This is an optimization exercise on Yosys and OpenROAD, whose aim is small area, a short achievable clock period and few clock cycles, not a production implementation. Function was checked by simulation only, so behaviour that the tests miss may differ from the original. Power and IR drop assume default switching activity.

==> flow/design.v <==
module rq_qnt_pre (
    input  wire [31:0] w,
    output wire [24:0] k         
);
    wire        s = w[31];
    wire [7:0]  e = w[30:23];
    wire [22:0] f = w[22:0];
    wire brw   = {f[6:0], 1'b0} < {f[21:15], f[14:0] != 15'd0};
    wire exact = (e == 8'd127 && f[21:0] == 22'd0) || (e == 8'd126 && f == 23'd0);
    wire nan   = (e == 8'd255) && (f != 23'd0);
    wire big   = e[7];                       
    wire tiny  = ~e[7] & ~(e[6:4] == 3'b111) & ~(e[6:0] == 7'h6f);   
    wire [1:0]  cls = (nan | tiny) ? 2'b01 : big ? 2'b10 : 2'b00;
    wire        xb  = brw | (s & exact);
    wire [16:0] y0  = {1'b1, f[22:7]} - {15'd1, f[22]};
    wire [16:0] y1  = {1'b1, f[22:7]} - {14'd0, f[22], ~f[22], ~f[22]};
    wire [16:0] y   = xb ? y1 : y0;
    wire [4:0]  a   = {~e[4], ~e[3:0]};      
    assign k = {s, cls, a, y};
endmodule
module rq_qnt (
    input  wire [24:0] k,
    output wire [15:0] q
);
    wire        s     = k[24];
    wire [1:0]  cls   = k[23:22];
    wire [4:0]  a     = k[21:17];
    wire [16:0] y     = k[16:0];
    wire [17:0] xs  = {s, y ^ {17{s}}};
    wire [17:0] t   = $signed(xs) >>> a;
    wire [17:0] u   = t + 18'd1;
    wire        ovf = u[17] ^ u[16];
    assign q = cls[0]         ? 16'h0000 :
               (cls[1] | ovf) ? {s, {15{~s}}} : u[16:1];
endmodule
module rq_core (
    input  wire        clk,
    input  wire        rst,         
    input  wire        cmd_valid,
    output wire        cmd_ready,
    input  wire [31:0] cmd_data,
    output reg         out_valid,
    output reg  [15:0] out_data
);
    localparam [1:0] ST_UNCONF = 2'd0, ST_READY = 2'd1, ST_ERROR = 2'd2;
    localparam [2:0] C_CFG_TARGET = 3'd1, C_CFG_RATES = 3'd2,
                     C_PROTOCOL   = 3'd3, C_ILLEGAL   = 3'd4;
    localparam integer P_HDR   = 0,    
                       P_CFG   = 1,    
                       P_PRATE = 2,    
                       P_DIV   = 3,    
                       P_CHK   = 4,    
                       P_EMIT0 = 5,    
                       P_EMIT1 = 6,    
                       P_SAMP  = 7,    
                       P_DROP  = 8;    
    reg [1:0]  state;
    reg [2:0]  cause;
    reg [30:0] trate;         
    reg [8:0]  ph;            
    reg        rdy;           
    reg        is_err;        
    reg        pflag;         
    reg        first;         
    reg [32:0] rreg;          
    reg [23:0] remain;        
    reg [23:0] qr;            
    reg        qz;            
    reg [4:0]  cnt;           
    reg        cz;            
    reg [32:0] acc;           
    reg        s1v, s2v;
    reg [31:0] s1;
    reg [24:0] s2;
    assign cmd_ready = rdy;
    wire       hs   = cmd_valid & rdy;
    wire [7:0] op   = cmd_data[31:24];
    wire [23:0] len = cmd_data[23:0];
    wire [24:0] kq;
    wire [15:0] q;
    rq_qnt_pre u_pre (.w(s1), .k(kq));
    rq_qnt     u_qnt (.k(s2), .q(q));
    wire        samp  = ph[P_SAMP] | ph[P_EMIT1];
    wire        bit_n = qr[23];
    wire        cina  = ~first;
    wire [33:0] sa2   = {acc, 1'b1} + {~rreg, cina};
    wire [32:0] sum_a = sa2[33:1];
    wire        a_neg = sum_a[32];
    wire        x_zero = ph[P_PRATE] | ph[P_CHK] | first;
    wire        x_dbl  = ph[P_DIV] & ~first;
    wire [32:0] x_b    = x_zero ? 33'd0 : x_dbl ? {acc[31:0], 1'b0} : acc;
    wire        z_sub  = ph[P_EMIT0] | samp;
    wire        z_t    = ph[P_PRATE] | ph[P_CHK] | (ph[P_DIV] & bit_n & ~cz);
    wire [32:0] z_b    = z_sub ? ~{1'b0, trate, 1'b0} : z_t ? {2'b0, trate} : 33'd0;
    wire [33:0] sb2    = {x_b, 1'b1} + {z_b, z_sub};
    wire [32:0] sum_b  = sb2[33:1];
    wire        pick = acc[32] & ~qz;
    wire        rbad = rreg[31] | ~a_neg;    
    wire        ge   = ~a_neg;               
    wire        h_stop  = (cmd_data == 32'h0300_0000);
    wire        h_cfg   = (cmd_data == 32'h0100_0000);
    wire        h_proc  = (op == 8'h02);
    wire        len_small = (len[23:9] == 15'd0);
    wire        hdr_ill = ~h_stop & ~h_cfg & ~h_proc & (state != ST_ERROR);
    wire        t_bad   = cmd_data[31] | (cmd_data == 32'd0);
    wire        samp_hs = samp & hs;
    wire        e0_go   = ph[P_EMIT0] & ~s1v & ~s2v;    
    wire        acc_a   = (ph[P_DIV] & ~first & ge) | (samp_hs & pick);
    wire        acc_en  = acc_a | ph[P_PRATE] | ph[P_DIV] | ph[P_CHK] | e0_go | samp_hs;
    wire        qr_ld     = ph[P_HDR];
    wire        qr_inc_en = (ph[P_DIV] & ~first & ge) | (ph[P_CHK] & ge);
    wire        qr_shl    = ph[P_DIV] & (first | ~ge) & ~cz;
    wire        qr_dec_en = samp_hs & pick;
    wire [23:0] qr_inc = qr + 24'd1;
    wire [23:0] qr_dec = qr - 24'd1;
    wire        qr_one = (qr == 24'd1);
    wire [23:0] rm_dec = remain - 24'd1;
    wire        rm_one = (remain == 24'd1);
    wire        rm_z   = (remain == 24'd0);
    reg [8:0]  nph;
    always @* begin
        nph = ph;
        if (hs & (ph[P_SAMP] | ph[P_DROP] | ph[P_EMIT1]) & rm_one) begin
            nph = 9'd0; nph[P_HDR] = 1'b1;
        end else if (ph[P_EMIT1]) begin
            nph = 9'd0;
            if (rm_z | (is_err & ~pflag)) nph[P_HDR]  = 1'b1;
            else if (is_err)              nph[P_DROP] = 1'b1;
            else                          nph[P_SAMP] = 1'b1;
        end else if (ph[P_HDR] & hs) begin
            nph = 9'd0;
            if (h_cfg)        nph[P_CFG]   = 1'b1;
            else if (h_proc)  nph[P_PRATE] = 1'b1;
            else if (hdr_ill) nph[P_EMIT0] = 1'b1;
            else              nph[P_HDR]   = 1'b1;
        end else if (ph[P_CFG] & hs) begin
            nph = 9'd0;
            if (state == ST_ERROR)                   nph[P_HDR]   = 1'b1;
            else if (state == ST_READY || t_bad)     nph[P_EMIT0] = 1'b1;
            else                                     nph[P_HDR]   = 1'b1;
        end else if (ph[P_PRATE] & hs) begin
            nph = 9'd0;
            if (state == ST_ERROR)       nph[rm_z ? P_HDR : P_DROP] = 1'b1;
            else if (state == ST_UNCONF) nph[P_EMIT0] = 1'b1;
            else                         nph[P_DIV]   = 1'b1;
        end else if (ph[P_DIV]) begin
            if (first ? rbad : (!ge && cz)) begin
                nph = 9'd0;
                nph[first ? P_EMIT0 : P_CHK] = 1'b1;
            end
        end else if (ph[P_CHK]) begin
            nph = 9'd0; nph[P_EMIT0] = 1'b1;
        end else if (e0_go) begin
            nph = 9'd0; nph[P_EMIT1] = 1'b1;
        end
    end
    always @(posedge clk) begin
        s1 <= cmd_data;
        s2 <= kq;
        out_data <= e0_go       ? (is_err ? 16'he000 : {8'h10, qr[23:16]}) :
                    ph[P_EMIT1] ? (is_err ? {13'd0, cause} : qr[15:0]) : q;
        if (ph[P_CFG]) trate <= cmd_data[30:0];
        if (ph[P_HDR]) remain <= len;
        else if ((samp | ph[P_DROP]) & hs) remain <= rm_dec;
        if (acc_en) acc <= acc_a ? sum_a : sum_b;
        if (qr_ld | qr_inc_en | qr_shl | qr_dec_en)
            qr <= qr_ld ? (len_small ? {len[8:0], 15'd0} : len) :
                  qr_inc_en ? qr_inc : qr_shl ? {qr[22:0], 1'b0} : qr_dec;
        if (qr_ld) begin
            cnt <= len_small ? 5'd9 : 5'd24;
            cz  <= 1'b0;
        end else if (qr_shl) begin
            cnt <= cnt - 5'd1;
            cz  <= (cnt == 5'd1);
        end
        if (ph[P_PRATE]) rreg <= {cmd_data[31], cmd_data};
        else if (e0_go)  rreg <= {sum_a[31:0], 1'b0};        
        if (e0_go) qz <= (qr == 24'd0);
        else if (qr_dec_en) qz <= qr_one;
        if (ph[P_HDR]) pflag <= 1'b0;
        else if (ph[P_PRATE]) pflag <= 1'b1;
        if (rst) begin
            state     <= ST_UNCONF;
            cause     <= 3'd0;
            ph        <= 9'd1;
            rdy       <= 1'b1;
            out_valid <= 1'b0;
            s1v       <= 1'b0;
            s2v       <= 1'b0;
            first     <= 1'b0;
        end else begin
            ph        <= nph;
            rdy       <= nph[P_HDR] | nph[P_CFG] | nph[P_PRATE] | nph[P_SAMP] | nph[P_DROP] |
                         (nph[P_EMIT1] & ~is_err & ~rm_z);
            s1v       <= samp_hs & pick;
            s2v       <= s1v;
            out_valid <= s2v | e0_go | ph[P_EMIT1];
            if (ph[P_PRATE] & hs) first <= (state == ST_READY);
            else if (ph[P_DIV]) first <= 1'b0;
            if (ph[P_HDR] & hs) begin
                if (h_stop) begin
                    state <= ST_UNCONF;
                    cause <= 3'd0;
                end else if (hdr_ill) begin
                    state  <= ST_ERROR;
                    cause  <= C_ILLEGAL;
                    is_err <= 1'b1;
                end
            end
            if (ph[P_CFG] & hs & (state != ST_ERROR)) begin
                if (state == ST_READY) begin
                    state  <= ST_ERROR;
                    cause  <= C_PROTOCOL;
                    is_err <= 1'b1;
                end else if (t_bad) begin
                    state  <= ST_ERROR;
                    cause  <= C_CFG_TARGET;
                    is_err <= 1'b1;
                end else begin
                    state <= ST_READY;
                end
            end
            if (ph[P_PRATE] & hs) begin
                if (state == ST_UNCONF) begin
                    state  <= ST_ERROR;
                    cause  <= C_PROTOCOL;
                    is_err <= 1'b1;
                end else if (state == ST_READY) begin
                    is_err <= 1'b0;
                end
            end
            if (ph[P_DIV] & first & rbad) begin
                state  <= ST_ERROR;
                cause  <= C_CFG_RATES;
                is_err <= 1'b1;
            end
        end
    end
endmodule
==> flow/flow/run.sh <==
#!/bin/bash
# Standard layout, with timing repair aimed below the clock period:
# repair_timing works to a setup slack of SETUP_SLACK_MARGIN ns.
set -euo pipefail
export SETUP_SLACK_MARGIN=8.3
bash standard.sh > standard_flow.log 2>&1
==> flow/standard.sh <==
#!/bin/bash
# synth_recipe.tcl (not shown) runs the flow's synth.tcl, then flattens the netlist and writes it again
# the make line also repeats each setting of config.mk as NAME=value (left out here)
make -C /OpenROAD-flow-scripts/flow DESIGN_CONFIG=/design/flow/config.mk WORK_HOME=/design/flow/orfs CLKGATE_MAP_FILE= SYNTH_SCRIPT=/design/flow/synth_recipe.tcl "${@:-finish}"
==> flow/config.mk <==
export PLATFORM = sky130hd
export DESIGN_NAME = rq_core
export DESIGN_NICKNAME = rq_core
export VERILOG_FILES = /design/flow/design.v
export SDC_FILE = /design/flow/constraint.sdc
export NUM_CORES = 4
export LEC_CHECK = 0
export ABC_AREA = 1
export CAP_MARGIN = 20
export CORE_MARGIN = 2
export CORE_UTILIZATION = 50
export CTS_BUF_LIST = sky130_fd_sc_hd__clkbuf_4 sky130_fd_sc_hd__clkbuf_8
export SLEW_MARGIN = 20
export TNS_END_PERCENT = 5
==> flow/constraint.sdc <==
create_clock -name core_clock -period 12.0 [get_ports {clk}]
set_input_delay 2.4000 -clock core_clock [delete_from_list [all_inputs] [get_ports {clk}]]
set_output_delay 2.4000 -clock core_clock [all_outputs]
set_load 0.01 [all_outputs]
==> impl_metrics.json, run 1 <==
{
  "synth_cell_types": 58,
  "met3_usage_pct": 5.42,
  "vias": 16900,
  "wl_per_cell_um": 19.6,
  "grt_pass1_vias": 16100,
  "grt_pass1_wl_um": 88100,
  "routed_wl_um": 57800,
  "yosys.area.top_type": "edfxtp_1",
  "setup_viol": 0,
  "path_class": "register to output pin",
  "grt-ovfl-total": 0,
  "antennaDiodeCount": 0,
  "dieArea_um2": 36500,
  "ys_warn_count": 1,
  "die_w_um": 191,
  "routed_via_density": 5.71,
  "drv_slew": 0,
  "ys_seq_area_share_pct": 36.9,
  "pwr-share-comb_pct": 56.3,
  "fin_tns_setup_ps": 0,
  "cp_max_fo": 1,
  "arrival_ps": 1480,
  "path_delay_family": "buffers and inverters",
  "synth.top_cells.by_area": "edfxtp_1, nand2_1, dfxtp_1, nand3_1, ha_1",
  "hold_viol": 0,
  "grt_max_degree": 64,
  "synth_nets": 2521,
  "ant_nets": 0,
  "min-delay-start": "s1[31]",
  "rsz0062_at_grt": "true",
  "cp-end-kind": "output pin",
  "synth_ff_type": "edfxtp_1",
  "vdd_drop_max_v": 0.000197,
  "async_flop_share_pct": 0,
  "synth-seq-cells": 246,
  "leakage_nw": 8.91,
  "post_synth_inst_count": 2399,
  "drtPass1Iterations": 6,
  "startpoint_type": "register",
  "syn2layout_area_growth_pct": 14.8,
  "netlist_area_um2": 17500,
  "final_nets": 2582,
  "rows": 68,
  "cpMaxStageDelayCell": "clkdlybuf4s50_1",
  "antenna_found_initial": 0,
  "pwr-share-clk_pct": 16.0,
  "core_um2": 34500,
  "busiest_layer": "met2",
  "root_buffer": "clkbuf_8",
  "initial_utilization_pct": 50.7,
  "period_share_pct": 32.3,
  "min_delay_path_depth": 0,
  "synth_top_area_share_pct": 26.1,
  "fin_worst_skew_ps": 52.1,
  "grt_util_met2_pct": 49.7,
  "reg2reg_to": "acc[20]",
  "worst_slew_pin_slew_ps": 896,
  "p_int_mw": 3.20,
  "required_ps": 9600,
  "met1_usage_pct": 43.9,
  "relSlewSlack_pct": 40.1,
  "gp_congestion": 0.946,
  "h-tree-depth": 2,
  "drc": 0,
  "outcome": "no timing/DRC/antenna violations",
  "r2r-start": "ph[3]",
  "numCtsBuffers": 46,
  "drtIter0Drc": 1604,
  "fmax_mhz": 258,
  "switchingPower_mw": 2.94,
  "clockBufferDepth": 3,
  "postSynthAreaPerCell_um2": 7.29,
  "seq_power_share_pct": 27.7,
  "place_hpwl_um": 43500,
  "die_h_um": 191,
  "maxCapViolCount": 0,
  "clock_latency_ps": 640,
  "powerDensity_nw_per_um2": 306,
  "utilization_pct": 58.2,
  "drive_above_1_share_pct": 11.3,
  "min_to": "s2[24]",
  "portBuffers": 52,
  "hp-class": "register to register",
  "grt_use_total_pct": 31.4,
  "synth_edf_count": 152,
  "rr_worst_depth": 18,
  "critPathMaxStageDelay_ps": 570,
  "cts_tree": "done",
  "clk_pin_slew_ps": 60,
  "switching_share_pct": 47.8,
  "path_buf_inv": 1,
  "rrSetupSlack_ps": 8260,
  "layout_min_cycle_time_ps": 3880,
  "clock_sinks": 246,
  "cp_cell_sequence": "clkdlybuf4s50_1",
  "io_pins": 53
}
[layout by cell type, fill, tap and decap left out, types with 14 or more instances in the layout]
cell / Yosys / layout
nand2_2: 10 / 15
nor2_2: 7 / 19
ha_1: 85 / 73
clkdlybuf4s50_1: 0 / 18
o21ai_0: 203 / 203
nand2_1: 567 / 559
nor3_1: 35 / 31
inv_1: 261 / 247
o21ai_1: 15 / 15
edfxtp_1: 152 / 152
xor2_1: 93 / 93
nand3_1: 215 / 213
a21oi_1: 152 / 145
clkbuf_2: 0 / 15
buf_4: 4 / 36
nor2_1: 213 / 197
o22ai_1: 15 / 15
xnor2_1: 34 / 34
clkbuf_8: 0 / 54
nand4_1: 28 / 28
inv_2: 9 / 15
clkbuf_4: 0 / 14
dfxtp_1: 94 / 86
[stage by stage]
| step | worst slack [ps] | cell area, um^2 | hold WS [ps] | cells | power (mW) |
|---|---|---|---|---|---|
| after CTS | 7940 | 19600 | 337 | 2935 | 5.98 |
| after floorplan | 8100 | 17500 | 331 | 2399 | 3.97 |
| after detailed placement | 7050 | 18300 | 342 | 2841 | 4.94 |
| after global placement | 7170 | 18300 | 349 | 2841 | 4.92 |
| after global routing | 7940 | 20100 | 340 | 2953 | 6.63 |
| final | 8120 | 20100 | 328 | 2953 | 6.14 |
[how the worst max path moves through the flow]
| stage | startpoint | endpoint | slack, ps | depth (start not counted) |
|---|---|---|---|---|
| final | out_valid | out_valid | 8120 | 1 |
| after global routing | ph[3] | acc[29] | 7940 | 19 |
| after CTS | cmd_data[15] | ph[0] | 7940 | 13 |
| after detailed placement | ph[3] | acc[32] | 7050 | 18 |
| after global placement | cmd_data[20] | qr[0] | 7170 | 8 |
| after floorplan | cmd_valid | qr[0] | 8100 | 4 |
[cell families (layout without fill, tap and decap cells)]
group	after synthesis	in the layout	share of synthesized area [%]
xor+xnor	127	127	6.36
compound gates	456	456	14.4
fa+ha+maj	87	87	6.31
buf+inv	355	454	8.04
flops	246	246	36.9
simple gates	1128	1128	28.0
[cell usage after synthesis, drive strengths merged, types with 24 or more instances]
| library cell | count |
|---|---|
| xor2 | 93 |
| nand3 | 226 |
| ha | 85 |
| dfxtp | 94 |
| inv | 271 |
| a21oi | 153 |
| nand4 | 28 |
| nor3 | 39 |
| nand2 | 581 |
| buf | 24 |
| clkbuf | 54 |
| nor2 | 223 |
| edfxtp | 152 |
| xnor2 | 34 |
| o21ai | 220 |
[cell type report]
cell class	count	area, um^2
clock inverters	18	259
well taps	455	569
fillers	3306	14400
clock buffers	68	848
inverters	277	1080
repair inverters	2	12.5
repair buffers	89	763
multi-input cells	1798	10100
flip-flops and latches	246	6460
[power by group through the flow]
| stage | clock, mW | combinational, mW | sequential, mW |
|---|---|---|---|
| floorplan | 0 | 2.39 | 1.58 |
| finish | 0.982 | 3.45 | 1.70 |
| global route | 1.03 | 3.87 | 1.73 |
| global placement | 0 | 3.21 | 1.71 |
| detailed placement | 0 | 3.24 | 1.70 |
| CTS | 0.994 | 3.30 | 1.69 |
[flip-flops by register name (all words and copies together) (netlist names)]
name / count
cause: 3
rreg: 33
state: 2
s2v: 1
s1v: 1
s2: 25
qr: 24
trate: 31
s1: 32
remain: 24
is_err: 1
out_valid: 1
ph: 9
rdy: 1
out_data: 16
cz: 1
qz: 1
first: 1
acc: 33
pflag: 1
cnt: 5
[metal layers]
metal / part of all wire, % / vias to the layer above
li1: - / 8210
met4: 2.6 / 0
met1: 45 / 7889
met3: 7.7 / 99
met5: 0 / -
met2: 45 / 663
[what timing repair did]
item	4_1_cts	5_1_grt
buffers inserted	7	17
gates cloned	1	1
hold buffers	0	0
hold endpoints to repair	0	0
pin swaps	0	23
setup endpoints to repair	127	110
gates resized for setup	46	149
Testbench counts, summed over its fixed seeds: cycles 77,367.
==> run 2: changes to the inputs <==
--- a/flow/flow/run.sh
+++ b/flow/flow/run.sh
@@ -4,3 +4,3 @@
 set -euo pipefail
-export SETUP_SLACK_MARGIN=8.3
+export SETUP_SLACK_MARGIN=8.6
 bash standard.sh > standard_flow.log 2>&1
==> impl_metrics.json, run 2 <==
{
  "ys_warn_count": 1,
  "synth-seq-cells": 246,
  "required_ps": 12460,
  "netlist_area_um2": 17500,
  "rrSetupSlack_ps": 8480,
  "worst_slew_pin_slew_ps": 905,
  "final_nets": 2630,
  "grt_max_degree": 64,
  "top_regs": "acc x33, rreg x33, s1 x32",
  "io_pins": 53,
  "wl_per_cell_um": 19.9,
  "critPathMaxStageDelay_ps": 190,
  "ys_seq_area_share_pct": 36.9,
  "grt-ovfl-total": 0,
  "hold_ws_ps": 328,
  "place_hpwl_um": 43500,
  "synth_nets": 2521,
  "maxCapViolCount": 0,
  "h-tree-depth": 2,
  "hold_viol": 0,
  "clock_latency_ps": 640,
  "leakage_nw": 9.16,
  "grt_use_total_pct": 32.0,
  "antenna_found_initial": 0,
  "layout_min_cycle_time_ps": 3690,
  "r2r-start": "acc[17]",
  "core_um2": 34500,
  "synth.top_cells.by_area": "edfxtp_1, nand2_1, dfxtp_1, nand3_1, ha_1",
  "reg2reg_to": "qr[12]",
  "synth_common_cells": "nand2_1, inv_1, nand3_1, nor2_1, o21ai_0",
  "period_share_pct": 30.8,
  "place_ws_ps": 7050,
  "synth_edf_count": 152,
  "ant_nets": 0,
  "cp-end-kind": "register",
  "drtIter0Drc": 1603,
  "portBuffers": 52,
  "grt_pass1_vias": 16400,
  "vias": 17200,
  "numCtsBuffers": 46,
  "drv_slew": 0,
  "path_class": "input port to register",
  "rows": 68,
  "drc": 0,
  "fin_tns_setup_ps": 0,
  "post_synth_inst_count": 2399,
  "postSynthAreaPerCell_um2": 7.29,
  "drtPass1Iterations": 5,
  "path_delay_family": "buffers and inverters",
  "fin_worst_skew_ps": 49.0,
  "rsz0062_at_grt": "true",
  "relSlewSlack_pct": 39.5,
  "clock_sinks": 246,
  "cpMaxStageDelayCell": "nor2_1",
  "die_w_um": 191,
  "outcome": "no timing/DRC/antenna violations",
  "min_to": "s2[24]",
  "fillers": 3264,
  "yosys.area.top_type": "edfxtp_1",
  "root_buffer": "clkbuf_8",
  "fin_ws_ps": 8310,
  "hp-class": "register to register",
  "dieArea_um2": 36500,
  "clockBufferDepth": 3,
  "synth_cell_types": 58,
  "cp_max_fo": 5,
  "vdd_drop_max_v": 0.000202,
  "fin_cells": 3001,
  "startpoint_type": "input port",
  "synth_ff_type": "edfxtp_1",
  "cts_tree": "done",
  "final_common_cell": "nand2_1",
  "min-delay-start": "s1[31]",
  "min_delay_path_depth": 0,
  "yosysMostFrequentCell": "nand2_1",
  "gp_congestion": 0.946,
  "synth_top_area_share_pct": 26.1,
  "die_h_um": 191,
  "antennaDiodeCount": 0,
  "routed_wl_um": 59600,
  "crit_path_frequent_cell": "buf_4",
  "cts_hold_buf": 0,
  "place_inst": 2841,
  "async_flop_share_pct": 0,
  "initial_utilization_pct": 50.7,
  "grt_pass1_wl_um": 89900,
  "path_buf_inv": 6,
  "fmax_mhz": 271,
  "cp_cell_sequence": "buf_2 -> inv_1 -> nand4_1 -> nor2_1 -> nand2_1 -> inv_2 -> nand3_2 -> o21bai_1 -> buf_4 -> buf_4 -> buf_4 -> a21oi_1 -> a22oi_1 -> a31oi_1",
  "mostFrequentLayoutCells": "nand2_1, inv_1, nand3_1",
  "setup_viol": 0,
  "powerDensity_nw_per_um2": 302,
  "arrival_ps": 4150,
  "drive_above_1_share_pct": 16.0,
  "clk_pin_slew_ps": 60,
  "rr_worst_depth": 17,
  "routed_via_density": 5.73,
  "syn2layout_area_growth_pct": 18.5
}
run 2: worst max path at each step:
stage	start	end	cells after the start
floorplan	cmd_valid	qr[0]	4
global placement	cmd_data[20]	qr[0]	8
detailed placement	ph[3]	acc[32]	18
CTS	cmd_data[31]	ph[0]	13
global route	cmd_data[2]	ph[0]	15
finish	cmd_data[2]	cause[1]	14
run 2: kinds of logic (layout without fill, tap and decap cells):
group | count (synthesis) | in the layout | share of synthesized area (%)
AO/OA/AOI/OAI | 456 | 456 | 14.4
adder cells (fa/ha/maj) | 87 | 87 | 6.31
flip-flops | 246 | 246 | 36.9
AND/OR/NAND/NOR | 1128 | 1130 | 28.0
buffers and inverters | 355 | 500 | 8.04
XOR/XNOR | 127 | 127 | 6.36
run 2: repair_timing:
item	4_1_cts	5_1_grt
setup endpoints to repair	200	139
gates resized for setup	331	110
buffers inserted	39	28
pin swaps	28	50
gates cloned	2	5
run 2: final cells by class:
cell class	instances	area, um^2	area share (%)
repair buffers	134	1090	5.28
flip-flops and latches	246	6490	31.3
clock buffers	68	848	4.09
clock inverters	18	259	1.25
inverters	277	1110	5.35
repair inverters	3	23.8	0.115
multi-input cells	1800	10300	49.9
well taps	455	569	2.75
run 2: report_power, final:
group	total, mW	switching [mW]	internal (mW)
Sequential	1.70	0.283	1.42
Clock	0.983	0.395	0.588
Combinational	3.58	2.33	1.25
Total	6.27	3.01	3.26
run 2: metal layers:
layer  up-vias  track usage (%)  routed length, um
li1       8318                -                  -
met1      8064             44.2              26100
met2       679             50.3              26400
met3       125             6.15               5260
met4         0             10.3               1860
met5         -                0                  0
run 2: per-stage QoR:
step	util (%)	cell area, um^2	total power, mW
6_report	60.1	20700	6.27
5_1_grt	60.1	20700	6.76
4_1_cts	58.2	20000	6.05
3_5_place_dp	53.2	18300	4.94
3_3_place_gp	53.2	18300	4.92
2_1_floorplan	-	17500	3.97
==> run 3: changes to the inputs <==
--- a/flow/flow/run.sh
+++ b/flow/flow/run.sh
@@ -4,3 +4,3 @@
 set -euo pipefail
-export SETUP_SLACK_MARGIN=8.6
+export SETUP_SLACK_MARGIN=9
 bash standard.sh > standard_flow.log 2>&1
==> impl_metrics.json, run 3 <==
{
  "initial_utilization_pct": 50.7,
  "gp_congestion": 0.946,
  "powerDensity_nw_per_um2": 302,
  "drv_slew": 0,
  "fin_cells": 3038,
  "grt_pass1_wl_um": 91600,
  "synth_common_cells": "nand2_1, inv_1, nand3_1, nor2_1, o21ai_0",
  "reg2reg_to": "acc[24]",
  "clock_sinks": 246,
  "numCtsBuffers": 46,
  "ant_nets": 0,
  "synth_cell_types": 58,
  "cp_max_fo": 5,
  "grt_pass1_vias": 16700,
  "cp-end-kind": "register",
  "leakage_nw": 9.48,
  "rsz0062_at_grt": "true",
  "die_h_um": 191,
  "rows": 68,
  "core_um2": 34500,
  "clock_latency_ps": 640,
  "ys_seq_area_share_pct": 36.9,
  "wl_per_cell_um": 19.9,
  "drtIter0Drc": 1627,
  "drive_above_1_share_pct": 19.6,
  "place_hpwl_um": 43500,
  "fin_tns_setup_ps": 0,
  "maxCapViolCount": 0,
  "vias": 17500,
  "grt_use_total_pct": 32.5,
  "routed_wl_um": 60500,
  "final_common_cell": "nand2_1",
  "utilization_pct": 62.2,
  "synth-seq-cells": 246,
  "syn2layout_area_growth_pct": 22.7,
  "final_nets": 2667,
  "grt_max_degree": 53,
  "clk_pin_slew_ps": 60,
  "fmax_mhz": 271,
  "die_w_um": 191,
  "synth.top_cells.by_area": "edfxtp_1, nand2_1, dfxtp_1, nand3_1, ha_1",
  "worst_slew_pin_slew_ps": 1180,
  "netlist_area_um2": 17500,
  "routed_via_density": 5.77,
  "fillers": 3195,
  "synth_nets": 2521,
  "io_pins": 53,
  "async_flop_share_pct": 0,
  "arrival_ps": 4150,
  "hold_viol": 0,
  "startpoint_type": "input port",
  "post_synth_inst_count": 2399,
  "cts_tree": "done",
  "synth_ff_type": "edfxtp_1",
  "yosys.area.top_type": "edfxtp_1",
  "mostFrequentLayoutCells": "nand2_1, inv_1, nor2_1",
  "yosysMostFrequentCell": "nand2_1",
  "grt-ovfl-total": 0,
  "placed_cell_area_um2": 18300,
  "rrSetupSlack_ps": 8520,
  "outcome": "no timing/DRC/antenna violations",
  "postSynthAreaPerCell_um2": 7.29,
  "antennaDiodeCount": 0,
  "ys_warn_count": 1,
  "min_delay_path_depth": 0,
  "dieArea_um2": 36500,
  "drc": 0,
  "synth_top_area_share_pct": 26.1,
  "period_share_pct": 30.7,
  "hp-class": "register to register",
  "portBuffers": 52,
  "place_inst": 2841,
  "ff_latch_area_um2": 6480,
  "path_class": "input port to register",
  "design_area_um2": 21400,
  "clockBufferDepth": 3,
  "layout_min_cycle_time_ps": 3690,
  "h-tree-depth": 2,
  "r2r-start": "ph[3]",
  "fin_worst_skew_ps": 46.0,
  "rr_worst_depth": 18,
  "top_regs": "acc x33, rreg x33, s1 x32",
  "synth_edf_count": 152,
  "drtPass1Iterations": 6,
  "setup_viol": 0,
  "multi_input_area_um2": 10700,
  "relSlewSlack_pct": 20.8,
  "required_ps": 12460,
  "min_to": "s2[24]",
  "antenna_found_initial": 0,
  "min-delay-start": "s1[31]",
  "root_buffer": "clkbuf_8",
  "vdd_drop_max_v": 0.000225
}
## run 3: through the flow
stage | setup slack, ps | hold slack [ps] | power, mW
6_report | 8310 | 324 | 6.47
4_1_cts | 8470 | 337 | 6.20
3_3_place_gp | 7170 | 349 | 4.92
3_5_place_dp | 7050 | 342 | 4.94
5_1_grt | 8300 | 331 | 6.97
2_1_floorplan | 8100 | 331 | 3.97
## run 3: final cells by class
type / instances / area share (%)
Tap cell: 455 / 2.65
Timing Repair Buffer: 170 / 6.72
Clock inverter: 18 / 1.21
Sequential cell: 246 / 30.2
Clock buffer: 68 / 3.96
Multi-Input combinational cell: 1801 / 49.9
Inverter: 277 / 5.22
Timing Repair inverter: 3 / 0.0992
## run 3: kinds of logic after synthesis
logic type                 after synthesis  share of synthesized area (%)
AOI/OAI and AO/OA                      456                           14.4
adders and majority gates               87                           6.31
and+or+nand+nor                       1128                           28.0
buffers and inverters                  355                           8.04
xor gates and xnor gates               127                           6.36
DFF                                    246                           36.9
## run 3: metal layers
metal  up-vias  routed length (um)  global-route usage, %
met3       110                5430                   6.06
met5         -                   0                      0
met2       735               27200                   51.5
li1       8408                   -                      -
met4         0                1610                   9.36
met1      8264               26300                   45.3
## run 3: power by group
part | total (mW) | internal [mW] | switching, mW
Sequential | 1.70 | 1.42 | 0.281
Clock | 0.984 | 0.588 | 0.396
Combinational | 3.79 | 1.38 | 2.41
Total | 6.47 | 3.39 | 3.08
## run 3: worst max-delay path, stage by stage
cell and delay [ps]:
buf_2 160, inv_1 110, nand4_1 140, nor2_1 190, nand2_1 160, inv_2 100
nand3_2 70, o21bai_1 180, buf_4 140, buf_4 90, buf_4 80, a21oi_1 50
a22oi_1 170, a31oi_1 110
## run 3: worst max-delay path by stage
stage / startpoint / to / depth (start not counted)
after floorplan: cmd_valid / qr[0] / 4
after global placement: cmd_data[20] / qr[0] / 8
after detailed placement: ph[3] / acc[32] / 18
after CTS: cmd_data[31] / ph[0] / 13
after global routing: cmd_data[2] / is_err / 14
final: cmd_data[2] / cause[1] / 14
## run 3: what timing repair did
action                     CTS  global route
pin swaps                   59            46
gates resized for setup    386           137
hold buffers                 0             0
gates cloned                 6             4
setup endpoints to repair  220           222
buffers inserted            68            33
==> run 4: changes to the inputs <==
--- a/flow/flow/run.sh
+++ b/flow/flow/run.sh
@@ -4,3 +4,3 @@
 set -euo pipefail
-export SETUP_SLACK_MARGIN=9
+export SETUP_SLACK_MARGIN=8
 bash standard.sh > standard_flow.log 2>&1
--- a/flow/config.mk
+++ b/flow/config.mk
@@ -7,3 +7,2 @@
 export LEC_CHECK = 0
-export ABC_AREA = 1
 export CAP_MARGIN = 20
@@ -13,2 +12 @@
 export SLEW_MARGIN = 20
-export TNS_END_PERCENT = 5
==> impl_metrics.json, run 4 <==
{
  "outcome": "no timing/DRC/antenna violations",
  "cp_max_fo": 6,
  "grt_use_total_pct": 31.2,
  "power.total_mw": 5.28,
  "grt-ovfl-total": 0,
  "grt_max_degree": 71,
  "drive_above_1_share_pct": 18.1,
  "design_area_um2": 20900,
  "postSynthAreaPerCell_um2": 8.70,
  "cts_hold_buf": 0,
  "drtPass1Iterations": 6,
  "vdd_drop_max_v": 0.000154,
  "fmax_mhz": 248,
  "cts_tree": "done",
  "die_w_um": 191,
  "fin_worst_skew_ps": 44.0,
  "arrival_ps": 4510,
  "rows": 68,
  "ant_nets": 0,
  "numCtsBuffers": 46,
  "drv_slew": 0,
  "top_regs": "acc x33, rreg x33, s1 x32",
  "maxCapViolCount": 0,
  "wl_per_cell_um": 22.3,
  "grt_pass1_wl_um": 87500,
  "h-tree-depth": 2,
  "ys_warn_count": 1,
  "synth_cell_types": 88,
  "rsz0062_at_grt": "true",
  "die_h_um": 191,
  "antenna_found_initial": 3,
  "clockBufferDepth": 3,
  "layout_min_cycle_time_ps": 4030,
  "synth_common_cells": "nand2_1, nor2_1, o21ai_0, edfxtp_1, a21oi_1",
  "core_um2": 34500,
  "routed_wl_um": 58000,
  "synth_top_area_share_pct": 26.1,
  "vias": 16200,
  "root_buffer": "clkbuf_8",
  "clock_sinks": 246,
  "portBuffers": 52,
  "synth_nets": 2130,
  "mostFrequentLayoutCells": "nand2_1, nor2_1, edfxtp_1",
  "clock_latency_ps": 640,
  "startpoint_type": "input port",
  "grt_pass1_vias": 15100,
  "drtIter0Drc": 1663,
  "utilization_pct": 60.6,
  "async_flop_share_pct": 0,
  "io_pins": 53,
  "powerDensity_nw_per_um2": 253,
  "path_class": "input port to register",
  "drc": 0,
  "post_synth_inst_count": 2008,
  "period_share_pct": 33.6,
  "initial_utilization_pct": 50.7,
  "hp-class": "register to register",
  "netlist_area_um2": 17500,
  "gp_congestion": 0.945,
  "min_delay_path_depth": 0,
  "synth.top_cells.by_area": "edfxtp_1, dfxtp_1, ha_1, nand2_1, o21ai_0",
  "place_hpwl_um": 39400,
  "dieArea_um2": 36500,
  "syn2layout_area_growth_pct": 19.6,
  "setup_viol": 0,
  "leakage_nw": 8.23,
  "ys_seq_area_share_pct": 36.9,
  "synth_ff_type": "edfxtp_1",
  "required_ps": 12470,
  "placed_cell_area_um2": 18500,
  "final_nets": 2233,
  "yosysMostFrequentCell": "nand2_1",
  "rr_worst_depth": 17,
  "hold_viol": 0,
  "final_common_cell": "nand2_1",
  "synth-seq-cells": 246,
  "hold_ws_ps": 382,
  "routed_via_density": 6.22,
  "clk_pin_slew_ps": 60,
  "cp-end-kind": "register",
  "relSlewSlack_pct": 27.3,
  "yosys.area.top_type": "edfxtp_1",
  "worst_slew_pin_slew_ps": 1090,
  "fin_tns_setup_ps": 0,
  "synth_edf_count": 152
}
==> run 4: changes by cell type after synthesis, sizes merged, moves of 41 or more <==
cell,previous run,this run
a21o,6,47
inv,271,92
nand2,581,225
nand3,226,52
nor2,223,167
o21ai,220,169
xnor2,34,87
xor2,93,48
==> run 4: path summary, 6_finish.rpt <==
| kind | from | slack, ps | to |
|---|---|---|---|
| worst min register to register | s1[31] | 380 | s2[24] |
| worst min-delay path | s1[31] | 380 | s2[24] |
| worst max register to register | qr[23] | 8030 | acc[32] |
| worst max-delay path | cmd_data[20] | 7970 | rdy |
==> run 4: where the power goes <==
part	total (mW)	internal (mW)	switching (mW)
registers	1.52	1.29	0.233
clock network	0.867	0.478	0.389
logic	2.89	1.19	1.70
==> run 4: layer usage <==
layer | part of all wire, % | track usage [%] | vias up
li1 | - | - | 7646
met1 | 44 | 43.9 | 7670
met2 | 44 | 46.9 | 736
met3 | 8.4 | 6.74 | 138
met4 | 3.7 | 11.5 | 2
met5 | 0.021 | 0 | -
==> run 4: critical path: stages <==
cell           delay [ps]
dlygate4sd2_1         370
nor3_2                250
nand4_1               130
buf_6                 170
nor4b_4               220
o21ai_1               140
nand2_2               130
nor4_1                 70
a21oi_1               130
o21ai_1               100
or4_1                 400
==> run 4: stage by stage <==
stage	setup slack (ps)	instances
floorplan	7670	2008
global placement	6580	2435
detailed placement	6500	2435
CTS	7860	2566
global route	7890	2603
finish	7970	2604
==> run 4: cell families after synthesis <==
family,after synthesis,synth area share [%]
compound gates,584,21.5
simple gates,696,19.4
xor+xnor,135,6.77
mux,55,4.41
buf+inv,205,4.70
fa+ha+maj,87,6.32
flops,246,36.9
==> run 4: layout make-up <==
type | instances | area (um^2)
antenna | 1 | 2.50
clock buffer | 67 | 847
clock inverter | 18 | 123
fill | 3021 | 13600
inverter | 95 | 368
multi-input combinational | 1558 | 10900
sequential | 246 | 6470
tap | 455 | 569
timing repair buffer | 164 | 1620
==> run 4: timing repair <==
action / in CTS / in global routing
pin swaps: 48 / 71
endpoints found under the setup margin: 132 / 96
resized for setup: 135 / 125
cloned: 4 / 3
buffers inserted: 42 / 34
==> run 5: changes to the inputs <==
==> flow/flow/run.sh (replaced) <==
#!/bin/bash
# Standard layout, with timing repair aimed below the clock period
# (setup slack target SETUP_SLACK_MARGIN ns) and the port buffers made
# with buf_4 cells.
set -euo pipefail
export SETUP_SLACK_MARGIN=8.7
export BUFFER_PORTS_ARGS="-buffer_cell sky130_fd_sc_hd__buf_4"
bash standard.sh > standard_flow.log 2>&1
--- a/flow/config.mk
+++ b/flow/config.mk
@@ -7,2 +7,3 @@
 export LEC_CHECK = 0
+export ABC_AREA = 1
 export CAP_MARGIN = 20
@@ -12 +13,2 @@
 export SLEW_MARGIN = 20
+export TNS_END_PERCENT = 5
==> impl_metrics.json, run 5 <==
{
  "drc": 0,
  "fmax_mhz": 272,
  "die_w_um": 191,
  "synth_common_cells": "nand2_1, inv_1, nand3_1, nor2_1, o21ai_0",
  "path_class": "input port to register",
  "cp-end-kind": "register",
  "grt_use_total_pct": 32.0,
  "worstSetupStartpoint": "cmd_data[0]",
  "r2r-start": "ph[3]",
  "synth_ff_type": "edfxtp_1",
  "cts_hold_buf": 0,
  "period_share_pct": 30.6,
  "hold_ws_ps": 339,
  "grt_pass1_wl_um": 89600,
  "yosys.area.top_type": "edfxtp_1",
  "antenna_found_initial": 1,
  "min-delay-start": "s1[31]",
  "fin_tns_setup_ps": 0,
  "drtPass1Iterations": 6,
  "synth_edf_count": 152,
  "drv_slew": 0,
  "h-tree-depth": 2,
  "initial_utilization_pct": 50.7,
  "ys_seq_area_share_pct": 36.9,
  "grt_max_degree": 64,
  "setup_viol": 0,
  "numCtsBuffers": 44,
  "grt_pass1_vias": 16000,
  "clock_sinks": 246,
  "utilization_pct": 60.0,
  "yosysMostFrequentCell": "nand2_1",
  "power.total_mw": 6.27,
  "rr_worst_depth": 19,
  "outcome": "no timing/DRC/antenna violations",
  "cp_max_fo": 5,
  "required_ps": 12330,
  "place_hpwl_um": 43300,
  "async_flop_share_pct": 0,
  "cts_tree": "done",
  "vdd_drop_max_v": 0.000192,
  "maxCapViolCount": 0,
  "synth.top_cells.by_area": "edfxtp_1, nand2_1, dfxtp_1, nand3_1, ha_1",
  "arrival_ps": 4000,
  "syn2layout_area_growth_pct": 18.2,
  "core_um2": 34500,
  "grt-ovfl-total": 0,
  "synth_top_area_share_pct": 26.1,
  "drtIter0Drc": 1747,
  "ant_nets": 0,
  "worst_slew_pin_slew_ps": 912,
  "netlist_area_um2": 17500,
  "gp_congestion": 0.963,
  "powerDensity_nw_per_um2": 303,
  "clk_pin_slew_ps": 70,
  "wl_per_cell_um": 19.7,
  "clock_latency_ps": 620,
  "dieArea_um2": 36500,
  "rows": 68,
  "routed_wl_um": 59000,
  "fin_ws_ps": 8330,
  "fillers": 3242,
  "io_pins": 53,
  "min_delay_path_depth": 0,
  "ys_warn_count": 1,
  "fin_cells": 2989,
  "routed_via_density": 5.73,
  "postSynthAreaPerCell_um2": 7.29,
  "final_common_cell": "nand2_1",
  "hold_viol": 0,
  "place_ws_ps": 7170,
  "hp-class": "register to register",
  "drive_above_1_share_pct": 14.9,
  "relSlewSlack_pct": 39.0,
  "place_inst": 2841,
  "synth_cell_types": 58,
  "top_regs": "acc x33, rreg x33, s1 x32",
  "leakage_nw": 9.11,
  "startpoint_type": "input port",
  "layout_min_cycle_time_ps": 3670,
  "root_buffer": "clkbuf_8",
  "die_h_um": 191,
  "vias": 17100,
  "synth_nets": 2521,
  "synth-seq-cells": 246,
  "mostFrequentLayoutCells": "nand2_1, inv_1, nand3_1",
  "design_area_um2": 20700,
  "placed_cell_area_um2": 18200,
  "post_synth_inst_count": 2399,
  "portBuffers": 52,
  "clockBufferDepth": 3,
  "final_nets": 2620,
  "fin_worst_skew_ps": 42.4,
  "antennaDiodeCount": 0,
  "rsz0062_at_grt": "true"
}
run 5: changes by cell type in the layout (fill, tap and decap cells not counted), moves of 41 or more:
| cell | delta |
|---|---|
| a21o_1 | -41 |
| inv_1 | +161 |
| nand2_1 | +339 |
| nand3_1 | +160 |
| o21ai_0 | +60 |
| xnor2_1 | -52 |
| xor2_1 | +45 |
run 5: metal layers:
layer | global-route usage, % | share of wire [%]
met1 | 46.5 | 45
met2 | 49.4 | 44
met3 | 4.26 | 8.0
met4 | 9.72 | 2.6
met5 | 0 | 0.068
run 5: power breakdown:
group          internal (mW)  leakage (nW)  total, mW  switching, mW
combinational           1.29          6.31       3.61           2.32
sequential              1.42          2.26       1.70          0.282
clock                  0.573         0.543      0.962          0.389
total                   3.28          9.11       6.27           2.99
run 5: final timing paths:
path	to	slack (ps)
worst max-delay path	is_err	8330
worst min-delay path	s2[24]	340
worst max register to register	acc[28]	8430
worst min register to register	s2[24]	340
run 5: kinds of logic (layout without fill, tap and decap cells):
group / count (synthesis) / in the layout / synth area share [%]
DFF: 246 / 246 / 36.9
and+or+nand+nor: 1128 / 1131 / 28.0
xor gates and xnor gates: 127 / 127 / 6.36
buffers and inverters: 355 / 487 / 8.04
AOI/OAI and AO/OA: 456 / 456 / 14.4
adders and majority gates: 87 / 87 / 6.31
run 5: timing repair:
action                     CTS  global route
gates resized for setup     92            95
pin swaps                   23            23
setup endpoints to repair  114           142
setup buffers               42            16
gates cloned                 5             3
run 5: worst max-delay path, stage by stage:
cell and delay (ps):
buf_12 120, nor2_4 110, nand3_2 90, nor4_2 230
nand2_1 160, inv_2 120, buf_4 110, nand4_1 80
nand3b_1 140, nor2_2 60, nand2_2 120, nand2_2 60
o22ai_2 90, nand3_1 90
run 5: final cells by class:
class	count	area [um^2]	area share (%)
clock buffer	60	769	3.72
clock inverter	22	304	1.47
inverter	277	1120	5.41
multi-input combinational	1801	10300	49.9
sequential	246	6470	31.3
tap	455	569	2.75
timing repair buffer	126	1100	5.34
timing repair inverter	2	15.0	0.0726
==> run 6: changes to the inputs <==
--- a/flow/flow/run.sh
+++ b/flow/flow/run.sh
@@ -5,3 +5,3 @@
 set -euo pipefail
-export SETUP_SLACK_MARGIN=8.7
+export SETUP_SLACK_MARGIN=8.3
 export BUFFER_PORTS_ARGS="-buffer_cell sky130_fd_sc_hd__buf_4"
--- a/flow/config.mk
+++ b/flow/config.mk
@@ -13,2 +13,2 @@
 export SLEW_MARGIN = 20
-export TNS_END_PERCENT = 5
+export TNS_END_PERCENT = 1
==> impl_metrics.json, run 6 <==
{
  "synth_cell_types": 58,
  "synth_compound_area_share_pct": 14.4,
  "routed_via_density": 5.72,
  "fin_worst_skew_ps": 38.3,
  "grt_pass1_wl_um": 87400,
  "startpoint_type": "input port",
  "fin_tns_setup_ps": 0,
  "top_regs": "acc x33, rreg x33, s1 x32",
  "synth_nets": 2521,
  "hold_viol": 0,
  "core_um2": 34500,
  "post_synth_inst_count": 2399,
  "grt_pass1_vias": 15700,
  "die_w_um": 191,
  "initial_utilization_pct": 50.7,
  "fin_cells": 2950,
  "path_class": "input port to register",
  "clock_sinks": 246,
  "numCtsBuffers": 44,
  "required_ps": 12510,
  "gp_congestion": 0.963,
  "synth_xor_area_share_pct": 6.36,
  "ys_seq_area_share_pct": 36.9,
  "fmax_mhz": 269,
  "synth_mux_area_share_pct": 0,
  "relSlewSlack_pct": 39.6,
  "h-tree-depth": 2,
  "synthAdderAreaFrac_pct": 6.31,
  "antenna_found_initial": 0,
  "rsz0062_at_grt": "true",
  "design_area_um2": 19900,
  "drtIter0Drc": 1585,
  "grt_max_degree": 64,
  "period_share_pct": 31.0,
  "synth_common_cells": "nand2_1, inv_1, nand3_1, nor2_1, o21ai_0",
  "portBuffers": 52,
  "powerDensity_nw_per_um2": 306,
  "cts_tree": "done",
  "synth.top_cells.by_area": "edfxtp_1, nand2_1, dfxtp_1, nand3_1, ha_1",
  "dieArea_um2": 36500,
  "clockBufferDepth": 3,
  "layout_min_cycle_time_ps": 3720,
  "io_pins": 53,
  "ys_warn_count": 1,
  "final_nets": 2581,
  "setup_viol": 0,
  "hp-class": "register to register",
  "outcome": "no timing/DRC/antenna violations",
  "maxCapViolCount": 0,
  "clock_latency_ps": 610,
  "final_common_cell": "nand2_1",
  "synth_top_area_share_pct": 26.1,
  "clk_pin_slew_ps": 70,
  "vias": 16900,
  "synthSimpleGateAreaFrac_pct": 28.0,
  "cp_max_fo": 4,
  "place_ws_ps": 7170,
  "worst_slew_pin_slew_ps": 902,
  "grt-ovfl-total": 0,
  "place_inst": 2841,
  "antennaDiodeCount": 0,
  "fin_ws_ps": 8280,
  "wl_per_cell_um": 19.4,
  "grt_use_total_pct": 31.2,
  "arrival_ps": 4230,
  "yosysMostFrequentCell": "nand2_1",
  "die_h_um": 191,
  "synth_ff_type": "edfxtp_1",
  "fillers": 3317,
  "drc": 0,
  "placed_cell_area_um2": 18200,
  "async_flop_share_pct": 0,
  "netlist_area_um2": 17500,
  "synth-seq-cells": 246,
  "routed_wl_um": 57100,
  "synth_edf_count": 152,
  "cp-end-kind": "register",
  "hold_ws_ps": 345,
  "drtPass1Iterations": 6,
  "synth_top_family_by_area": "simple AND/OR/NAND/NOR gates",
  "postSynthAreaPerCell_um2": 7.29,
  "utilization_pct": 57.7,
  "mostFrequentLayoutCells": "nand2_1, inv_1, nand3_1",
  "ant_nets": 0,
  "drive_above_1_share_pct": 11.5,
  "vdd_drop_max_v": 0.000187,
  "place_hpwl_um": 43300,
  "leakage_nw": 8.83,
  "yosys.area.top_type": "edfxtp_1",
  "drv_slew": 0,
  "root_buffer": "clkbuf_8",
  "syn2layout_area_growth_pct": 13.6,
  "rows": 68,
  "power.total_mw": 6.07
}
## run 6: cell counts after synthesis
Identical to the previous run, type by type.
## run 6: cell type report
type                            count  area [um^2]  share of cell area [%]
Clock buffer                       60          769                    3.87
Clock inverter                     22          304                    1.53
Inverter                          277         1110                    5.60
Multi-Input combinational cell   1798         9940                    50.1
Sequential cell                   246         6460                    32.5
Tap cell                          455          569                    2.87
Timing Repair Buffer               90          694                    3.50
Timing Repair inverter              2         16.3                  0.0819
## run 6: metal layers
layer	wire (um)	track usage (%)	share of wire [%]	vias up
li1	-	-	-	8219
met4	1420	9.51	2.5	0
met5	0	0	0	-
met2	25300	48.3	44	656
met3	4250	4.06	7.4	90
met1	26100	45.2	46	7904
## run 6: final timing paths
| check | depth (start not counted) | end | slack (ps) | start |
|---|---|---|---|---|
| hold reg to reg | 0 | s2[24] | 350 | s1[31] |
| setup / recovery | 14 | ph[5] | 8280 | cmd_data[12] |
| setup reg to reg | 16 | acc[28] | 8360 | ph[3] |
| hold / removal | 0 | s2[24] | 350 | s1[31] |
## run 6: cell families after synthesis
logic type / count (synthesis)
XOR/XNOR: 127
AND/OR/NAND/NOR: 1128
flip-flops: 246
buffers and inverters: 355
AO/OA/AOI/OAI: 456
adder cells (fa/ha/maj): 87
## run 6: timing repair
| item | in CTS | in global routing |
|---|---|---|
| endpoints found under the setup margin | 60 | 87 |
| hold buffers | 0 | 0 |
| pin swaps | 2 | 7 |
| gates resized for setup | 30 | 54 |
| cloned | 1 | 1 |
| buffers inserted | 7 | 18 |
## run 6: worst max-delay path, stage by stage
cell and delay, ps:
buf_4 130, inv_1 130, nand4_1 130, nor2_2 150, nand2_1 120, inv_1 110, nand3_1 110, o21bai_2 190
nor2_1 70, nor2_2 190, a21oi_1 110, nand2_1 110, o211ai_1 90, a31oi_1 180
## run 6: power by group
group	total (mW)	leakage [nW]	switching (mW)	internal, mW
Sequential	1.70	2.26	0.278	1.42
Clock	0.958	0.543	0.386	0.573
Combinational	3.42	6.03	2.24	1.18
==> run 7: changes to the inputs <==
--- a/flow/config.mk
+++ b/flow/config.mk
@@ -13,2 +13,2 @@
 export SLEW_MARGIN = 20
-export TNS_END_PERCENT = 1
+export TNS_END_PERCENT = 5
==> impl_metrics.json, run 7 <==
{
  "outcome": "no timing/DRC/antenna violations",
  "vias": 16900,
  "grt_max_degree": 64,
  "synth-seq-cells": 246,
  "yosysMostFrequentCell": "nand2_1",
  "synth_common_cells": "nand2_1, inv_1, nand3_1, nor2_1, o21ai_0",
  "ys_seq_area_share_pct": 36.9,
  "ff_latch_area_um2": 6460,
  "drtIter0Drc": 1693,
  "drv_slew": 0,
  "fin_worst_skew_ps": 38.8,
  "layout_min_cycle_time_ps": 3720,
  "fin_ws_ps": 8280,
  "numCtsBuffers": 44,
  "cts_hold_buf": 0,
  "multi_input_area_um2": 9960,
  "synth_ff_type": "edfxtp_1",
  "final_nets": 2581,
  "dieArea_um2": 36500,
  "relSlewSlack_pct": 39.6,
  "root_buffer": "clkbuf_8",
  "clock_latency_ps": 610,
  "hp-class": "register to register",
  "power.total_mw": 6.08,
  "syn2layout_area_growth_pct": 13.7,
  "place_hpwl_um": 43300,
  "grt_pass1_vias": 15700,
  "required_ps": 12510,
  "cp-end-kind": "register",
  "ant_nets": 0,
  "antennaDiodeCount": 0,
  "critPathMaxStageDelay_ps": 190,
  "routed_via_density": 5.72,
  "cpMaxStageDelayCell": "o21bai_2",
  "final_common_cell": "nand2_1",
  "rows": 68,
  "mostFrequentLayoutCells": "nand2_1, inv_1, nand3_1",
  "synth_top_area_share_pct": 26.1,
  "die_w_um": 191,
  "io_pins": 53,
  "clk_pin_slew_ps": 70,
  "initial_utilization_pct": 50.7,
  "fin_tns_setup_ps": 0,
  "powerDensity_nw_per_um2": 306,
  "grt_use_total_pct": 31.2,
  "antenna_found_initial": 0,
  "ys_warn_count": 1,
  "drive_above_1_share_pct": 11.5,
  "vdd_drop_max_v": 0.000186,
  "rsz0062_at_grt": "true",
  "clockBufferDepth": 3,
  "fillers": 3309,
  "drtPass1Iterations": 5,
  "setup_viol": 0,
  "leakage_nw": 8.83,
  "portBuffers": 52,
  "place_ws_ps": 7170,
  "path_class": "input port to register",
  "top_regs": "acc x33, rreg x33, s1 x32",
  "maxCapViolCount": 0,
  "async_flop_share_pct": 0,
  "post_synth_inst_count": 2399,
  "cp_max_fo": 4,
  "netlist_area_um2": 17500,
  "yosys.area.top_type": "edfxtp_1",
  "routed_wl_um": 57300,
  "worst_slew_pin_slew_ps": 902,
  "die_h_um": 191,
  "fmax_mhz": 268,
  "core_um2": 34500,
  "hold_viol": 0,
  "cp_cell_sequence": "buf_4 -> inv_1 -> nand4_1 -> nor2_2 -> nand2_1 -> inv_1 -> nand3_1 -> o21bai_2 -> nor2_1 -> nor2_2 -> a21oi_1 -> nand2_1 -> o211ai_1 -> a31oi_1",
  "arrival_ps": 4240,
  "gp_congestion": 0.963,
  "clock_sinks": 246,
  "postSynthAreaPerCell_um2": 7.29,
  "synth_nets": 2521,
  "drc": 0,
  "synth.top_cells.by_area": "edfxtp_1, nand2_1, dfxtp_1, nand3_1, ha_1",
  "synth_edf_count": 152,
  "grt-ovfl-total": 0,
  "synth_cell_types": 58,
  "wl_per_cell_um": 19.4,
  "grt_pass1_wl_um": 87500,
  "startpoint_type": "input port",
  "h-tree-depth": 2,
  "cts_tree": "done",
  "period_share_pct": 31.0
}
==> run 7: cell counts after synthesis <==
No cell type changed its count.
==> run 7: worst paths after layout <==
| kind | start | endpoint | slack (ps) | depth (start not counted) |
|---|---|---|---|---|
| worst max-delay path | cmd_data[12] | ph[5] | 8280 | 14 |
| worst min-delay path | s1[31] | s2[24] | 350 | 0 |
| worst max register to register | acc[9] | qr[14] | 8380 | 18 |
| worst min register to register | s1[31] | s2[24] | 350 | 0 |
==> run 7: what timing repair did <==
item | in CTS | in global routing
buffers inserted | 10 | 15
gates cloned | 1 | 1
pin swaps | 3 | 14
gates resized for setup | 33 | 55
endpoints found under the setup margin | 60 | 81
==> run 7: cell families after synthesis <==
logic type,synth area share (%)
AO/OA/AOI/OAI,14.4
buffers and inverters,8.04
XOR/XNOR,6.36
flip-flops,36.9
adder cells (fa/ha/maj),6.31
AND/OR/NAND/NOR,28.0
==> run 7: area by class of cell <==
class,count,area share (%)
clock inverter,22,1.53
timing repair buffer,90,3.54
clock buffer,60,3.87
sequential,246,32.5
timing repair inverter,1,0.0378
inverter,277,5.55
multi-input combinational,1799,50.1
tap,455,2.87
==> run 7: layer usage <==
layer	track usage (%)	vias up	wire, um
li1	-	8225	-
met1	45.1	7885	26200
met2	48.3	678	25200
met3	4.13	94	4460
met4	9.51	0	1420
met5	0	-	0
==> run 7: stage by stage <==
stage,cells,utilization (%),hold WS (ps),area [um^2]
4_1_cts,2934,56.6,347,19500
3_3_place_gp,2840,52.8,334,18200
6_report,2950,57.7,346,19900
2_1_floorplan,2399,-,331,17500
3_5_place_dp,2841,52.9,340,18200
5_1_grt,2950,57.7,356,19900
==> run 7: worst max-delay path: cells and delay by family <==
kind                   cells  cell delay, ps
AO/OA/AOI/OAI              4             570
buffers and inverters      3             380
AND/OR/NAND/NOR            7             900
==> run 7: power by group <==
| part | switching [mW] | leakage [nW] | internal [mW] |
|---|---|---|---|
| Combinational | 2.26 | 6.03 | 1.17 |
| Clock | 0.387 | 0.543 | 0.573 |
| Sequential | 0.277 | 2.26 | 1.42 |
| Total | 2.92 | 8.83 | 3.16 |
==> run 8: changes to the inputs <==
--- a/flow/config.mk
+++ b/flow/config.mk
@@ -10,3 +10,3 @@
 export CORE_MARGIN = 2
-export CORE_UTILIZATION = 50
+export CORE_UTILIZATION = 70
 export CTS_BUF_LIST = sky130_fd_sc_hd__clkbuf_4 sky130_fd_sc_hd__clkbuf_8
==> impl_metrics.json, run 8 <==
{
  "io_pins": 53,
  "pwr-share-clk_pct": 14.1,
  "dieArea_um2": 26300,
  "postSynthAreaPerCell_um2": 7.29,
  "seq_power_share_pct": 28.4,
  "synth-seq-cells": 246,
  "r2r-start": "s1[17]",
  "leakage_nw": 8.74,
  "pwr-share-comb_pct": 57.5,
  "antenna_found_initial": 0,
  "maxCapViolCount": 0,
  "dr_wl_met3_um": 8190,
  "rows": 57,
  "synth_common_cells": "nand2_1, inv_1, nand3_1, nor2_1, o21ai_0",
  "clk_pin_slew_ps": 60,
  "path_delay_family": "simple AND/OR/NAND/NOR gates",
  "routed_wl_um": 57100,
  "grt_pass1_wl_um": 86700,
  "path_buf_inv": 1,
  "yosysMostFrequentCell": "nand2_1",
  "rsz0062_at_grt": "true",
  "worst_slew_pin_slew_ps": 977,
  "synth_edf_count": 152,
  "syn2layout_area_growth_pct": 11.3,
  "netlist_area_um2": 17500,
  "arrival_ps": 4300,
  "p_int_mw": 3.02,
  "yosys.area.top_type": "edfxtp_1",
  "powerDensity_nw_per_um2": 307,
  "final_common_cell": "nand2_1",
  "layout_min_cycle_time_ps": 3850,
  "wl_per_cell_um": 20.4,
  "synth_ff_type": "edfxtp_1",
  "fmax_mhz": 260,
  "rr_worst_depth": 17,
  "synth_xor_area_share_pct": 6.36,
  "fin_worst_skew_ps": 29.5,
  "highest_layer": "met4",
  "cpMaxStageDelayCell": "nor4_2",
  "synthAdderAreaFrac_pct": 6.31,
  "synth_mux_area_share_pct": 0,
  "die_w_um": 162,
  "required_ps": 12450,
  "drtIter0Drc": 3154,
  "antennaDiodeCount": 0,
  "ys_warn_count": 1,
  "clockBufferDepth": 3,
  "synthSimpleGateAreaFrac_pct": 28.0,
  "outcome": "no timing/DRC/antenna violations",
  "mostFrequentLayoutCells": "nand2_1, inv_1, nand3_1",
  "period_share_pct": 32.1,
  "drive_above_1_share_pct": 10.9,
  "met2RoutedLength_um": 24900,
  "synth_compound_area_share_pct": 14.4,
  "die_h_um": 162,
  "synth_top_family_by_area": "simple AND/OR/NAND/NOR gates",
  "drv_slew": 0,
  "h-tree-depth": 2,
  "cp_cell_sequence": "nor4_2 -> nand3_1 -> nor3_2 -> nand4_1 -> o22ai_1 -> ha_1 -> ha_1 -> inv_1 -> fa_1 -> nand2_1 -> nand3_1 -> nor3_2 -> nand2_1 -> nor2_2 -> nand2_1 -> nor3_2 -> xor2_1",
  "critPathMaxStageDelay_ps": 440,
  "hp-class": "register to register",
  "grt_use_total_pct": 41.9,
  "vdd_drop_max_v": 0.000246,
  "synth.top_cells.by_area": "edfxtp_1, nand2_1, dfxtp_1, nand3_1, ha_1",
  "ant_nets": 0,
  "synth_cell_types": 58,
  "synth_nets": 2521,
  "cts_tree": "done",
  "path_class": "register to register",
  "synth_top_area_share_pct": 26.1,
  "min-delay-start": "s1[31]",
  "switchingPower_mw": 2.95,
  "initial_utilization_pct": 71.7,
  "setup_viol": 0,
  "grt-ovfl-total": 0,
  "reg2reg_to": "s2[12]",
  "switching_share_pct": 49.4,
  "portBuffers": 52,
  "utilization_pct": 79.8,
  "gp_congestion": 1.04,
  "cp_max_fo": 4,
  "grt_pass1_vias": 16500,
  "min_delay_path_depth": 0,
  "ys_seq_area_share_pct": 36.9,
  "rrSetupSlack_ps": 8150,
  "grt_max_degree": 64,
  "vias": 18000,
  "relSlewSlack_pct": 34.6,
  "met1Wirelength_um": 21400,
  "top_regs": "acc x33, rreg x33, s1 x32",
  "startpoint_type": "register",
  "cp-end-kind": "register",
  "cts_hold_buf": 0,
  "min_to": "s2[24]",
  "hold_viol": 0,
  "fin_tns_setup_ps": 0,
  "clock_latency_ps": 560,
  "numCtsBuffers": 42,
  "core_um2": 24400,
  "place_hpwl_um": 39800,
  "drtPass1Iterations": 6,
  "final_nets": 2571,
  "drc": 0,
  "async_flop_share_pct": 0,
  "root_buffer": "clkbuf_8",
  "clock_sinks": 246,
  "post_synth_inst_count": 2399,
  "routed_via_density": 6.40
}
==> run 8: cell counts after synthesis <==
Identical to the previous run, type by type.
==> run 8: how the worst max path moves through the flow <==
stage	startpoint	end	slack, ps	cells past startpoint
3_3_place_gp	cmd_valid	acc[30]	7420	8
3_5_place_dp	ph[3]	acc[32]	7400	17
2_1_floorplan	cmd_valid	qr[0]	8100	4
5_1_grt	s1[11]	s2[12]	7970	18
4_1_cts	cmd_data[28]	is_err	8140	10
6_report	s1[17]	s2[12]	8150	17
==> run 8: logic make-up (layout without fill, tap and decap cells) <==
group           count (synthesis)  in the layout
compound gates                456            456
xor+xnor                      127            127
flops                         246            246
simple gates                 1128           1128
buf+inv                       355            438
fa+ha+maj                      87             87
==> run 8: routing by layer <==
metal  up-vias  global-route usage, %
li1       8193                      -
met4         0                   17.3
met2      1392                   64.8
met1      8124                   57.3
met5         -                      0
met3       260                   9.35
==> run 8: area by class of cell <==
class	count	area, um^2
clock buffer	68	861
clock inverter	9	68.8
fill	1659	4930
inverter	277	1090
multi-input combinational	1798	9910
sequential	246	6450
tap	324	405
timing repair buffer	82	652
timing repair inverter	2	16.3
==> run 8: per-stage QoR <==
| step | area, um^2 | total power, mW | setup WS (ps) | hold slack, ps | cells |
|---|---|---|---|---|---|
| floorplan | 17500 | 3.97 | 8100 | 331 | 2399 |
| global placement | 18000 | 4.73 | 7420 | 334 | 2708 |
| detailed placement | 18000 | 4.85 | 7400 | 341 | 2708 |
| CTS | 19100 | 5.74 | 8140 | 370 | 2792 |
| global route | 19500 | 6.33 | 7970 | 372 | 2806 |
| finish | 19500 | 5.96 | 8150 | 374 | 2806 |
==> run 8: power groups by stage <==
stage | Sequential [mW] | Combinational, mW | Clock [mW]
after floorplan | 1.58 | 2.39 | 0
after global routing | 1.72 | 3.75 | 0.866
final | 1.69 | 3.43 | 0.841
after CTS | 1.67 | 3.24 | 0.831
after global placement | 1.68 | 3.05 | 0
after detailed placement | 1.69 | 3.16 | 0
==> run 8: what timing repair did <==
action,CTS,global route
pin swaps,1,16
resized for setup,27,61
setup buffers,6,12
endpoints found under the hold margin,0,0
setup endpoints to repair,55,84
cloned,1,1
==> run 9: changes to the inputs <==
--- a/flow/config.mk
+++ b/flow/config.mk
@@ -10,3 +10,3 @@
 export CORE_MARGIN = 2
-export CORE_UTILIZATION = 70
+export CORE_UTILIZATION = 60
 export CTS_BUF_LIST = sky130_fd_sc_hd__clkbuf_4 sky130_fd_sc_hd__clkbuf_8
==> impl_metrics.json, run 9 <==
{
  "postSynthAreaPerCell_um2": 7.29,
  "fin_ws_ps": 8270,
  "antennaDiodeCount": 0,
  "busiest_layer": "met2",
  "final_common_cell": "nand2_1",
  "layout_min_cycle_time_ps": 3730,
  "numCtsBuffers": 44,
  "antenna_found_initial": 1,
  "vdd_drop_max_v": 0.000228,
  "fillers": 2535,
  "die_h_um": 175,
  "synth_ff_type": "edfxtp_1",
  "cp_max_fo": 6,
  "grt_pass1_vias": 15900,
  "yosys.area.top_type": "edfxtp_1",
  "syn2layout_area_growth_pct": 11.7,
  "portBuffers": 52,
  "grt-ovfl-total": 0,
  "mostFrequentLayoutCells": "nand2_1, inv_1, nand3_1",
  "synth_common_cells": "nand2_1, inv_1, nand3_1, nor2_1, o21ai_0",
  "synth_cell_types": 58,
  "clock_latency_ps": 590,
  "utilization_pct": 68.0,
  "synth_edf_count": 152,
  "relSlewSlack_pct": 24.5,
  "powerDensity_nw_per_um2": 303,
  "leakage_nw": 8.76,
  "synth-seq-cells": 246,
  "multi_input_area_um2": 9890,
  "startpoint_type": "input port",
  "netlist_area_um2": 17500,
  "required_ps": 12460,
  "design_area_um2": 19500,
  "yosysMostFrequentCell": "nand2_1",
  "worst_slew_pin_slew_ps": 1130,
  "synth.top_cells.by_area": "edfxtp_1, nand2_1, dfxtp_1, nand3_1, ha_1",
  "ys_seq_area_share_pct": 36.9,
  "clockBufferDepth": 3,
  "async_flop_share_pct": 0,
  "final_nets": 2569,
  "synth_nets": 2521,
  "drtPass1Iterations": 6,
  "ys_warn_count": 1,
  "gp_congestion": 1.01,
  "ant_nets": 0,
  "routed_via_density": 5.94,
  "initial_utilization_pct": 60.9,
  "drc": 0,
  "placed_cell_area_um2": 18100,
  "grt_max_degree": 53,
  "grt_util_met2_pct": 55.8,
  "outcome": "no timing/DRC/antenna violations",
  "arrival_ps": 4190,
  "clk_pin_slew_ps": 60,
  "post_synth_inst_count": 2399,
  "place_hpwl_um": 40500,
  "maxCapViolCount": 0,
  "cp-end-kind": "register",
  "drtIter0Drc": 1916,
  "setup_viol": 0,
  "fmax_mhz": 268,
  "path_class": "input port to register",
  "ff_latch_area_um2": 6460,
  "hold_viol": 0,
  "cts_tree": "done",
  "rrSetupSlack_ps": 8330,
  "wl_per_cell_um": 19.1,
  "root_buffer": "clkbuf_8",
  "core_um2": 28700,
  "routed_wl_um": 54600,
  "drv_slew": 0
}
-- run 9: cell type report --
| class | count | area share (%) |
|---|---|---|
| flip-flops and latches | 246 | 33.1 |
| clock inverters | 18 | 0.980 |
| multi-input cells | 1798 | 50.6 |
| repair buffers | 79 | 3.07 |
| inverters | 277 | 5.63 |
| well taps | 384 | 2.46 |
| clock buffers | 63 | 4.12 |
| repair inverters | 1 | 0.0448 |
-- run 9: critical path, stage by stage --
cell and delay (ps):
buf_4 170, nor4_1 260, inv_1 160, nor2_2 170, nand3_1 140, o21bai_2 190, nor2_1 80, nor2_2 160
a21oi_1 90, nand2_1 110, o211ai_1 80, a31oi_1 150
-- run 9: kinds of logic (layout without fill, tap and decap cells) --
group	count (synthesis)	count (layout)	synth area share, %
AND/OR/NAND/NOR	1128	1128	28.0
adder cells (fa/ha/maj)	87	87	6.31
flip-flops	246	246	36.9
AO/OA/AOI/OAI	456	456	14.4
buffers and inverters	355	438	8.04
XOR/XNOR	127	127	6.36
-- run 9: what timing repair did --
item,CTS,global route
endpoints found under the setup margin,83,85
pin swaps,0,7
resized for setup,28,45
cloned,1,0
buffers inserted,1,14
hold buffers,0,0
-- run 9: metrics by stage --
stage	hold WS (ps)	std cells	total power, mW
4_1_cts	380	2852	5.80
6_report	399	2866	5.92
3_5_place_dp	345	2769	4.85
3_3_place_gp	339	2769	4.79
5_1_grt	386	2866	6.35
2_1_floorplan	331	2399	3.97
-- run 9: metal layers --
metal  wire length [um]  up-vias
met3               5440      128
met2              24300      857
met4               1630        0
met1              23200     7869
li1                   -     8183
met5                  0        -
-- run 9: power by group --
| part | leakage [nW] | switching, mW | total [mW] | internal (mW) |
|---|---|---|---|---|
| Combinational | 5.96 | 2.20 | 3.34 | 1.14 |
| Sequential | 2.26 | 0.276 | 1.69 | 1.42 |
| Clock | 0.532 | 0.367 | 0.887 | 0.521 |
| Total | 8.76 | 2.84 | 5.92 | 3.08 |
-- run 9: worst paths after layout --
kind / start / end / cells after the start
worst max-delay path: cmd_data[17] / ph[5] / 12
worst min-delay path: s1[31] / s2[24] / 0
worst max register to register: first / acc[32] / 17
worst min register to register: s1[31] / s2[24] / 0

Check on run 9: ideal ports give 8.268 ns setup slack; a clkbuf_16 on the clock port and buf_2 on the inputs give 8.289 ns; moving port delays by the midpoint clock arrival (0.601 ns) as well gives 7.688 ns.
